What follows belongs to an exercise in optimizing a design on an open flow for small area, a short achievable clock period and few clock cycles; a production flow would make more cautious choices. In this exercise RTL edits were held to simulation tests only and were not proved equivalent to the original.

==> flow/design.v <==
module dec9 (
    input  wire       clk,
    input  wire       rst,
    input  wire       req_valid,
    output wire       req_ready,
    input  wire [7:0] req_p,
    input  wire [7:0] req_s,
    input  wire       in_valid,
    output wire       in_ready,
    input  wire [7:0] in_data,
    output wire       out_valid,
    input  wire       out_ready,
    output wire [7:0] out_char,
    output wire       out_last,
    output wire [3:0] out_fault,
    output wire [1:0] out_status,
    output wire       out_sign,
    output wire [6:0] out_intg,
    output wire [6:0] out_frac,
    output wire [3:0] out_len
);
    localparam [3:0] F_NONE        = 4'd0;
    localparam [3:0] F_BADNUMBER   = 4'd1;
    localparam [3:0] F_BADPARAM    = 4'd3;
    localparam [3:0] F_EMPTYDIGITS = 4'd7;
    localparam [3:0] F_GROUPRANGE  = 4'd8;
    localparam [1:0] ST_OK        = 2'd0;
    localparam [1:0] ST_TRUNCATED = 2'd1;
    localparam [1:0] ST_OVERFLOW  = 2'd2;
    localparam [31:0] GMAX = 32'd999999999;
    localparam DEPTH = 9;               
    localparam [1:0] P_IDLE  = 2'd0;
    localparam [1:0] P_SETUP = 2'd1;
    localparam [1:0] P_READ  = 2'd2;
    localparam [1:0] P_FIN   = 2'd3;
    localparam [2:0] K_IP   = 3'd0;   
    localparam [2:0] K_IF   = 3'd1;   
    localparam [2:0] K_FF   = 3'd2;   
    localparam [2:0] K_FP   = 3'd3;   
    localparam [2:0] K_NONE = 3'd4;   
    localparam [2:0] E_IDLE  = 3'd0;
    localparam [2:0] E_WAIT  = 3'd1;   
    localparam [2:0] E_SIGN  = 3'd2;
    localparam [2:0] E_DIG   = 3'd3;
    localparam [2:0] E_DOT   = 3'd4;
    localparam [2:0] E_FAULT = 3'd5;
    function [2:0] dig2bytes(input [3:0] d);
        case (d)
            4'd0:    dig2bytes = 3'd0;
            4'd1:    dig2bytes = 3'd1;
            4'd2:    dig2bytes = 3'd1;
            4'd3:    dig2bytes = 3'd2;
            4'd4:    dig2bytes = 3'd2;
            4'd5:    dig2bytes = 3'd3;
            4'd6:    dig2bytes = 3'd3;
            default: dig2bytes = 3'd4;
        endcase
    endfunction
    function [31:0] pow10(input [3:0] k);
        case (k)
            4'd0:    pow10 = 32'd1;
            4'd1:    pow10 = 32'd10;
            4'd2:    pow10 = 32'd100;
            4'd3:    pow10 = 32'd1000;
            4'd4:    pow10 = 32'd10000;
            4'd5:    pow10 = 32'd100000;
            4'd6:    pow10 = 32'd1000000;
            4'd7:    pow10 = 32'd10000000;
            4'd8:    pow10 = 32'd100000000;
            default: pow10 = 32'd1000000000;
        endcase
    endfunction
    function [35:0] dab(input [35:0] b, input bit_in);
        integer i;
        reg [35:0] t;
        begin
            t = b;
            for (i = 0; i < 9; i = i + 1)
                if (b[4*i +: 4] >= 4'd5)
                    t[4*i +: 4] = b[4*i +: 4] + 4'd3;
            dab = {t[34:0], bit_in};
        end
    endfunction
    reg  [29:0] mem [0:DEPTH-1];
    reg  [3:0]  wp;           
    reg  [3:0]  wp_c;         
    reg  [3:0]  rp;           
    reg  [3:0]  used;         
    reg  [3:0]  avail;        
    wire fifo_full = (used == DEPTH);
    reg  [1:0]  pstate;
    reg  [7:0]  d_r, s_r;      
    reg         bad_r;
    reg  [7:0]  p_left;        
    reg  [7:0]  skip_left;     
    reg         n_ip;
    reg  [3:0]  n_if;
    reg  [3:0]  n_ff;
    reg         n_fp;
    reg  [3:0]  intg0x_r;
    reg  [3:0]  frac0x_r;
    reg         first_byte;
    reg  [1:0]  fbyte;
    reg  [31:0] fr;            
    reg         scaling;
    reg  [3:0]  sc_k;
    reg         b_v;           
    reg  [7:0]  b;
    reg  [3:0]  fault_r;
    reg  [1:0]  status_r;
    reg         sign_r;
    reg  [6:0]  intg_r;
    reg  [6:0]  frac_r;
    reg  [3:0]  len_r;
    reg         range_err;
    reg         q_v;
    reg  [3:0]  q_fault;
    reg  [1:0]  q_status;
    reg         q_sign;
    reg  [6:0]  q_intg;
    reg  [6:0]  q_frac;
    reg  [3:0]  q_len;
    wire [13:0] dm    = {6'd0, d_r} * 14'd57;
    wire [13:0] sm    = {6'd0, s_r} * 14'd57;
    wire [4:0]  intg0 = dm[13:9];
    wire [4:0]  frac0 = sm[13:9];
    wire [7:0]  intg0x8 = d_r - {intg0, 3'b000} - {3'd0, intg0};
    wire [7:0]  frac0x8 = s_r - {frac0, 3'b000} - {3'd0, frac0};
    wire [3:0]  intg0x = intg0x8[3:0];
    wire [3:0]  frac0x = frac0x8[3:0];
    wire [5:0]  intg1 = {1'b0, intg0} + (intg0x != 4'd0 ? 6'd1 : 6'd0);
    wire [5:0]  frac1 = {1'b0, frac0} + (frac0x != 4'd0 ? 6'd1 : 6'd0);
    wire [7:0]  lsize = {1'b0, intg0, 2'b00} + {5'd0, dig2bytes(intg0x)}
                      + {1'b0, frac0, 2'b00} + {5'd0, dig2bytes(frac0x)};
    wire        overflow = intg1 > 6'd9;
    wire        truncate = !overflow && (intg1 + frac1 > 6'd9);
    wire [7:0]  ovf_skip = {5'd0, dig2bytes(intg0x)} + {1'b0, intg0 - 5'd9, 2'b00};
    wire [3:0]  trunc_ff = 4'd9 - intg1[3:0];
    wire [2:0] kind = n_ip           ? K_IP :
                      (n_if != 4'd0) ? K_IF :
                      (n_ff != 4'd0) ? K_FF :
                      n_fp           ? K_FP : K_NONE;
    wire [2:0] fwidth = (kind == K_IP) ? dig2bytes(intg0x_r) :
                        (kind == K_FP) ? dig2bytes(frac0x_r) : 3'd4;
    wire       neg        = first_byte ? ~b[7] : sign_r;
    wire [7:0] byte_in    = first_byte ? (b ^ 8'h80) : b;
    wire       in_field   = (skip_left == 8'd0) && (kind != K_NONE) && (fault_r == F_NONE);
    wire       field_done = in_field && ({1'b0, fbyte} == fwidth - 3'd1);
    wire [31:0] raw       = {fr[23:0], byte_in};
    wire [31:0] fval      = (fwidth == 3'd1) ? (raw ^ {24'd0, {8{neg}}}) :
                            (fwidth == 3'd2) ? (raw ^ {16'd0, {16{neg}}}) :
                            (fwidth == 3'd3) ? ({{8{raw[23]}}, raw[23:0]} ^ {32{neg}}) :
                                               (raw ^ {32{neg}});
    wire       fbad       = (kind == K_IP) ? (fval >= pow10(intg0x_r + 4'd1)) : (fval > GMAX);
    wire       elide      = (len_r == 4'd0) && (fval == 32'd0) && ((kind == K_IP) || (kind == K_IF));
    wire       s1_stall   = b_v && field_done && (kind != K_FP) && fifo_full;
    wire       s1_go      = b_v && !s1_stall;
    wire       sc_push    = scaling && (sc_k == 4'd0) && !fifo_full;
    wire       b_push     = s1_go && field_done && !fbad && !elide && (kind != K_FP);
    wire       push       = b_push || sc_push;
    wire [29:0] push_data = scaling ? fr[29:0] : fval[29:0];
    wire       take_byte  = in_valid && in_ready;
    wire       parse_done = (pstate == P_READ) && (p_left == 8'd0) && !b_v && !scaling;
    wire [3:0] fin_fault  = bad_r                  ? F_BADPARAM :
                            (fault_r != F_NONE)    ? fault_r :
                            (len_r == 4'd0)        ? F_EMPTYDIGITS :
                            range_err              ? F_GROUPRANGE : F_NONE;
    assign req_ready = (pstate == P_IDLE);
    assign in_ready  = (pstate == P_READ) && (p_left != 8'd0) && !s1_stall;
    reg  [2:0]  es;
    reg  [3:0]  f_fault;
    reg  [1:0]  f_status;
    reg         f_sign;
    reg  [6:0]  f_intg;
    reg  [6:0]  f_frac;
    reg  [3:0]  f_len;
    reg  [3:0]  gleft;         
    reg  [3:0]  dk;
    reg  [35:0] em;            
    reg         c_full;
    reg  [3:0]  c_cnt;
    reg  [23:0] cbin;
    reg  [35:0] cbcd;
    wire        c_done = c_full && (c_cnt == 4'd0);
    wire beat     = (es == E_SIGN || es == E_DIG || es == E_DOT || es == E_FAULT) && out_ready;
    wire rec_end  = beat && ((es == E_FAULT) || ((es == E_DIG) && (dk == 4'd8) && (gleft == 4'd1)));
    wire start_rec = ((es == E_IDLE) || rec_end) && q_v;
    wire need_grp = (es == E_WAIT) ||
                    (beat && ((es == E_SIGN) || (es == E_DOT))) ||
                    (start_rec && (q_fault == F_NONE) && !q_sign);
    wire em_take  = need_grp && c_done;
    wire pop      = (!c_full || em_take) && (avail != 4'd0);
    wire q_v_next_busy = q_v && !start_rec;
    wire finish = ((pstate == P_FIN) || parse_done) && !q_v_next_busy;
    assign out_valid  = (es == E_SIGN) || (es == E_DIG) || (es == E_DOT) || (es == E_FAULT);
    assign out_char   = (es == E_SIGN) ? 8'h2D :
                        (es == E_DOT)  ? 8'h2E :
                        (es == E_DIG)  ? {4'h3, em[35:32]} : 8'h00;
    assign out_last   = (es == E_FAULT) || ((es == E_DIG) && (dk == 4'd8) && (gleft == 4'd1));
    assign out_fault  = f_fault;
    assign out_status = f_status;
    assign out_sign   = f_sign;
    assign out_intg   = f_intg;
    assign out_frac   = f_frac;
    assign out_len    = f_len;
    wire rollback = finish && (fin_fault != F_NONE);
    wire commit   = finish && (fin_fault == F_NONE);
    function [3:0] inc9(input [3:0] p);
        inc9 = (p == DEPTH - 1) ? 4'd0 : p + 4'd1;
    endfunction
    always @(posedge clk) begin
        if (push)
            mem[wp] <= push_data;
    end
    always @(posedge clk) begin
        if (rst) begin
            wp    <= 4'd0;
            wp_c  <= 4'd0;
            rp    <= 4'd0;
            used  <= 4'd0;
            avail <= 4'd0;
        end else begin
            if (rollback)
                wp <= wp_c;
            else if (push)
                wp <= inc9(wp);
            if (commit)
                wp_c <= wp;
            if (pop)
                rp <= inc9(rp);
            used  <= used + (push ? 4'd1 : 4'd0) - (pop ? 4'd1 : 4'd0)
                          - (rollback ? len_r : 4'd0);
            avail <= avail + (commit ? len_r : 4'd0) - (pop ? 4'd1 : 4'd0);
        end
    end
    always @(posedge clk) begin
        if (rst) begin
            pstate  <= P_IDLE;
            b_v     <= 1'b0;
            scaling <= 1'b0;
            q_v     <= 1'b0;
        end else begin
            if (start_rec)
                q_v <= 1'b0;
            if (take_byte) begin
                b      <= in_data;
                b_v    <= 1'b1;
                p_left <= p_left - 8'd1;
            end else if (s1_go) begin
                b_v    <= 1'b0;
            end
            case (pstate)
            P_IDLE: begin
                if (req_valid) begin
                    d_r    <= req_p - req_s;
                    s_r    <= req_s;
                    bad_r  <= (req_p == 8'd0) || (req_s > req_p);
                    pstate <= P_SETUP;
                end
            end
            P_SETUP: begin
                fault_r    <= F_NONE;
                len_r      <= 4'd0;
                range_err  <= 1'b0;
                first_byte <= 1'b1;
                fbyte      <= 2'd0;
                fr         <= 32'd0;
                if (bad_r) begin
                    pstate <= P_FIN;
                end else begin
                    p_left <= lsize;
                    pstate <= P_READ;
                    if (overflow) begin
                        skip_left <= ovf_skip;
                        n_ip      <= 1'b0;
                        n_if      <= 4'd9;
                        n_ff      <= 4'd0;
                        n_fp      <= 1'b0;
                        intg0x_r  <= 4'd0;
                        frac0x_r  <= 4'd0;
                        status_r  <= ST_OVERFLOW;
                        intg_r    <= 7'd81;
                        frac_r    <= 7'd0;
                    end else if (truncate) begin
                        skip_left <= 8'd0;
                        n_ip      <= (intg0x != 4'd0);
                        n_if      <= intg0[3:0];
                        n_ff      <= trunc_ff;
                        n_fp      <= 1'b0;
                        intg0x_r  <= intg0x;
                        frac0x_r  <= 4'd0;
                        status_r  <= ST_TRUNCATED;
                        intg_r    <= d_r[6:0];
                        frac_r    <= {trunc_ff, 3'b000} + {3'd0, trunc_ff};
                    end else begin
                        skip_left <= 8'd0;
                        n_ip      <= (intg0x != 4'd0);
                        n_if      <= intg0[3:0];
                        n_ff      <= frac0[3:0];
                        n_fp      <= (frac0x != 4'd0);
                        intg0x_r  <= intg0x;
                        frac0x_r  <= frac0x;
                        status_r  <= ST_OK;
                        intg_r    <= d_r[6:0];
                        frac_r    <= s_r[6:0];
                    end
                end
            end
            P_READ: begin
                if (scaling) begin
                    if (sc_k != 4'd0) begin
                        fr   <= {fr[28:0], 3'b000} + {fr[30:0], 1'b0};
                        sc_k <= sc_k - 4'd1;
                    end else if (!fifo_full) begin
                        scaling <= 1'b0;
                        len_r   <= len_r + 4'd1;
                        if (fr > GMAX)
                            range_err <= 1'b1;
                    end
                end else if (s1_go) begin
                    first_byte <= 1'b0;
                    if (first_byte)
                        sign_r <= ~b[7];
                    if (skip_left != 8'd0) begin
                        skip_left <= skip_left - 8'd1;
                    end else if (in_field) begin
                        if (field_done) begin
                            fbyte <= 2'd0;
                            fr    <= 32'd0;
                            case (kind)
                                K_IP: n_ip <= 1'b0;
                                K_IF: n_if <= n_if - 4'd1;
                                K_FF: n_ff <= n_ff - 4'd1;
                                default: n_fp <= 1'b0;
                            endcase
                            if (fbad) begin
                                fault_r <= F_BADNUMBER;
                            end else if (kind == K_FP) begin
                                fr      <= fval;
                                scaling <= 1'b1;
                                sc_k    <= 4'd9 - frac0x_r;
                            end else if (elide) begin
                                intg_r <= intg_r - ((kind == K_IP) ? {3'd0, intg0x_r} : 7'd9);
                            end else begin
                                len_r <= len_r + 4'd1;
                            end
                        end else begin
                            fbyte <= fbyte + 2'd1;
                            fr    <= {fr[23:0], byte_in};
                        end
                    end
                end
                if (parse_done)
                    pstate <= P_FIN;
                if (finish)
                    pstate <= P_IDLE;
            end
            P_FIN: begin
                if (finish)
                    pstate <= P_IDLE;
            end
            default: pstate <= P_IDLE;
            endcase
            if (finish) begin
                q_v      <= 1'b1;
                q_fault  <= fin_fault;
                q_status <= status_r;
                q_sign   <= sign_r;
                q_intg   <= intg_r;
                q_frac   <= frac_r;
                q_len    <= len_r;
            end
        end
    end
    wire [29:0] rd = mem[rp];
    wire [35:0] c0 = dab(dab(dab({33'd0, rd[29:27]}, rd[26]), rd[25]), rd[24]);
    wire [35:0] c3 = dab(dab(dab(cbcd, cbin[23]), cbin[22]), cbin[21]);
    always @(posedge clk) begin
        if (rst) begin
            c_full <= 1'b0;
        end else begin
            if (pop) begin
                c_full <= 1'b1;
                c_cnt  <= 4'd8;
                cbcd   <= c0;
                cbin   <= rd[23:0];
            end else begin
                if (em_take)
                    c_full <= 1'b0;
                if (c_full && c_cnt != 4'd0) begin
                    cbcd  <= c3;
                    cbin  <= {cbin[20:0], 3'b000};
                    c_cnt <= c_cnt - 4'd1;
                end
            end
        end
    end
    always @(posedge clk) begin
        if (rst) begin
            es <= E_IDLE;
        end else begin
            if (em_take) begin
                em <= cbcd;
                dk <= 4'd0;
            end
            if (start_rec) begin
                f_fault  <= q_fault;
                f_status <= q_status;
                f_sign   <= q_sign;
                f_intg   <= q_intg;
                f_frac   <= q_frac;
                f_len    <= q_len;
                gleft    <= q_len;
                if (q_fault != F_NONE)
                    es <= E_FAULT;
                else if (q_sign)
                    es <= E_SIGN;
                else
                    es <= c_done ? E_DIG : E_WAIT;
            end else if (rec_end) begin
                es <= E_IDLE;
            end else begin
                case (es)
                E_WAIT: if (c_done) es <= E_DIG;
                E_SIGN, E_DOT: if (out_ready) es <= c_done ? E_DIG : E_WAIT;
                E_DIG: if (out_ready) begin
                    if (dk == 4'd8) begin
                        gleft <= gleft - 4'd1;
                        es    <= E_DOT;
                    end else begin
                        dk <= dk + 4'd1;
                        em <= {em[31:0], 4'd0};
                    end
                end
                default: ;
                endcase
            end
        end
    end
endmodule
==> flow/run.sh <==
#!/bin/bash
# synth_recipe.tcl (not shown) runs the flow's synth.tcl, then flattens the netlist and writes it again
# the make line also repeats each setting of config.mk as NAME=value (left out here)
make -C /OpenROAD-flow-scripts/flow DESIGN_CONFIG=/design/flow/config.mk WORK_HOME=/design/flow/orfs CLKGATE_MAP_FILE= SYNTH_SCRIPT=/design/flow/synth_recipe.tcl finish
==> flow/config.mk <==
export PLATFORM = sky130hd
export DESIGN_NAME = dec9
export DESIGN_NICKNAME = dec9
export VERILOG_FILES = /design/flow/design.v
export SDC_FILE = /design/flow/constraint.sdc
export NUM_CORES = 4
export LEC_CHECK = 0
export CAP_MARGIN = 20
export CORE_MARGIN = 2
export CORE_UTILIZATION = 40
export SLEW_MARGIN = 20
==> flow/constraint.sdc <==
create_clock -name core_clock -period 12.0 [get_ports {clk}]
set_input_delay 2.4000 -clock core_clock [delete_from_list [all_inputs] [get_ports {clk}]]
set_output_delay 2.4000 -clock core_clock [all_outputs]
set_load 0.01 [all_outputs]
==> impl_metrics.env <==
export IMPL_dp_hpwl_um=55920
export IMPL_syn_to_final_growth_pct=11.49
export IMPL_synth_flop_cell="edfxtp_1"
export IMPL_r2r_start="d_r[1]"
export IMPL_ff2ff_setup_slack_ps=3170
export IMPL_rr_worst_depth=35
export IMPL_worstSetupPathType="reg2reg"
export IMPL_h_tree_depth=3
export IMPL_syn_inst=2956
export IMPL_grt_antenna_before_repair=0
export IMPL_grt_pass1_wl_um=128500
export IMPL_slew_headroom_pct=23.46
export IMPL_finalCriticalPeriod_ps=8829
export IMPL_grt_max_degree=70
export IMPL_cts_sinks=582
export IMPL_cts_tree="done"
export IMPL_synth_area_sq_um=34470
export IMPL_clkTransAtPathRegs_ps=60
export IMPL_cp_end_kind="register"
export IMPL_cts_hold_buffers_added=0
export IMPL_path_max_fanout=15
export IMPL_coreArea_sq_um=85280
export IMPL_nFillCells=7722
export IMPL_ys_top_cells_by_area="edfxtp_1 (48%), ha_1 (9.4%), mux4_2 (3.9%)"
export IMPL_grtUsageTotal_pct=18.07
export IMPL_holdWs_ps=417.0
export IMPL_finalHoldViolations=0
export IMPL_cp_top_family="adder cells"
export IMPL_crit_slowest_cell="xnor2_1"
export IMPL_yosysWarnings=1
export IMPL_port_buffers=63
export IMPL_worstSetupStartpointType="register"
export IMPL_initial_utilization_pct=40.41
export IMPL_synth_area_per_cell_sq_um=11.66
export IMPL_yosysTopAreaCellShare_pct=47.83
export IMPL_cts_root_buf="clkbuf_16"
export IMPL_place_gp_congestion=0.8708
export IMPL_nets=3327
export IMPL_antennaDiodeCount=0
export IMPL_hold_path_cell_count=0
export IMPL_finalSetupViolCount=0
export IMPL_drive_gt1_share_pct=8.841
export IMPL_cp_num_buf_inv=4
export IMPL_via_count=23020
export IMPL_fp_dieH_um=297.5
export IMPL_dr_pass1_iters=6
export IMPL_status="complete, no violations"
export IMPL_die_w_um=297.5
export IMPL_fp_row_count=107
export IMPL_cts_buffers=66
export IMPL_grt_ovfl_total=0
export IMPL_finalSetupTns_ps=0
export IMPL_drc=0
export IMPL_routedWlPerCell_um=19.16
export IMPL_tightest_slew_ps=1133
export IMPL_skew_ps=30.29
export IMPL_worstSkewPairLatency_ps=620
export IMPL_grt_pass1_vias=23150
export IMPL_synthDistinctLibCells=94
export IMPL_dieArea_sq_um=88530
export IMPL_drtIter0Drc=1619
export IMPL_async_flop_share_pct=0
export IMPL_post_cts_buffers=0
export IMPL_r2r_end="n_ff[1]"
export IMPL_worstPathRequired_ps=12350
export IMPL_ys_seq_area_share_pct=49.75
export IMPL_cp_arrival_ps=9180
export IMPL_synth_top_area_cell="edfxtp_1"
export IMPL_wl_um=80450
export IMPL_ys_ff_latch=582
export IMPL_holdCritPathClass="reg2reg"
export IMPL_post_cts_resized=0
export IMPL_clock_fmax_ghz=0.1133
export IMPL_cts_buffer_depth=3
export IMPL_rsz0062_at_grt="false"
export IMPL_slew_viol_final=0
export IMPL_max_stage_delay_ps=690
export IMPL_worstHoldEndpoint="f_intg[3]"
export IMPL_io_pins=66
export IMPL_vias_per_cell=5.484
export IMPL_min_from="q_intg[3]"
export IMPL_synth_edff_count=549
export IMPL_drtAntennaViolNets=0
export IMPL_drv_cap=0
export IMPL_min_period_over_period_pct=73.57
[final cells by class]
class,instances,area (sq um),area share (%)
clock buffer,80,1725,4.490
clock inverter,38,364.1,0.9476
inverter,210,788.3,2.051
multi-input combinational,2053,16130,41.97
sequential,582,17150,44.64
tap,1144,1431,3.725
timing repair buffer,91,835.8,2.175
[cells in the final DEF, fill, tap and decap left out, types with 38 or more instances in the layout]
cell type,netlist,routed
edfxtp_1,549,549
mux2i_1,113,113
a21oi_1,181,180
xnor2_1,115,115
o21ai_0,152,152
a21o_1,43,43
clkdlybuf4s50_1,0,62
nor3_1,41,39
inv_1,206,205
nand2_1,207,207
xor2_1,60,60
nor2b_1,38,38
clkbuf_16,0,67
nand2b_1,49,48
nand3_1,45,45
mux4_2,60,60
nor2_1,217,214
mux2_2,38,38
ha_1,259,258
[state kept, by name, indices dropped and copies added, names as in the netlist, 24 cells and up, named ones only]
register  cells
mem         270
cbcd         36
em           36
fr           32
cbin         24
[how the worst max path moves through the flow]
| stage | start | to | slack (ps) | cells past startpoint |
|---|---|---|---|---|
| detailed placement | d_r[1] | n_ff[1] | 3240 | 35 |
| CTS | d_r[1] | n_ff[1] | 3220 | 35 |
| global route | d_r[1] | n_ff[1] | 2410 | 35 |
| floorplan | d_r[1] | frac_r[6] | 4310 | 37 |
| global placement | d_r[1] | n_ff[1] | 3440 | 35 |
| finish | d_r[1] | n_ff[1] | 3170 | 35 |
[Yosys cell counts (12+ instances only)]
library cell	count
buf_1	19
a21o_1	43
o21ai_0	152
o221ai_1	17
nor4_1	19
a211oi_1	35
edfxtp_1	549
a22oi_1	13
inv_1	206
a21oi_1	181
nand3_1	45
nand4_1	20
clkbuf_1	78
o21a_1	21
ha_1	259
nand2b_1	49
a31oi_1	12
mux2_2	38
fa_1	35
and2_1	26
and3_1	23
mux4_2	60
mux2i_1	113
o31ai_1	17
nor3b_1	21
nor2_1	217
o211ai_1	15
xor2_1	60
nor2b_1	38
xnor2_1	115
nand2_1	207
nor3_1	41
dfxtp_1	33
[stage by stage]
step	utilization (%)	setup WS (ps)	cell area, sq um	cells
after floorplan	-	4308	34470	2957
after global placement	42.59	3444	36320	4080
after detailed placement	42.60	3238	36330	4080
after CTS	45.05	3217	38420	4198
after global routing	45.06	2405	38420	4198
final	45.06	3171	38420	4198
[cells by family (layout without fill, tap and decap cells)]
kind of cell / count (synthesis) / in the layout / synth area share, %
flip-flops: 582 / 582 / 49.75
other: 1 / 2 / 0.01088
multiplexers: 212 / 212 / 8.477
XOR/XNOR: 176 / 176 / 4.516
buffers and inverters: 322 / 419 / 3.656
adder cells (fa/ha/maj): 294 / 294 / 11.44
AND/OR/NAND/NOR: 767 / 767 / 10.99
AO/OA/AOI/OAI: 602 / 602 / 11.17
[worst reg2reg max path: cells and delay by family, from the launching register on]
family / cells / cell delay [ps]
adder cells (fa/ha/maj): 8 / 2810
multiplexers: 2 / 580
flip-flops: 1 / 520
AO/OA/AOI/OAI: 9 / 1520
AND/OR/NAND/NOR: 7 / 1270
XOR/XNOR: 5 / 1410
buffers and inverters: 4 / 470
[per-layer routing]
| metal | vias up | GRT usage, % | wire length (um) |
|---|---|---|---|
| li1 | 11020 | - | - |
| met1 | 11450 | 23.75 | 36090 |
| met2 | 459 | 31.59 | 39910 |
| met3 | 97 | 2.279 | 3032 |
| met4 | 0 | 4.425 | 1414 |
| met5 | - | 0 | 0 |
Testbench counts, summed over its fixed seeds: cycles 91,599.

==> port drivers added, routing unchanged <==
In the flow no input, the clock included, has a driving cell. The finished layout below was timed again as built, in two steps. Step 1 sets driving cells, clkbuf_16 on the clock port and buf_2 on the other inputs (assumed; they add their load-dependent delay and slew). Step 2 also shifts input and output timing later by t, the mid clock arrival at the registers, as if the neighbouring blocks saw the same clock. Three values: ideal ports, drivers, drivers and shift; two values: the first two.
t (ns): 0.667
setup slack, ns: 3.171 / 3.171 / 3.171
worst setup path at the end: register to register
worst slew at a driven data input, ns: 0.05
cell pins on the clock port's net: 1
After both steps this run still meets setup and hold. For this run, drivers alone change the setup slack by 0.000 ns; drivers and shift together by 0.000 ns.
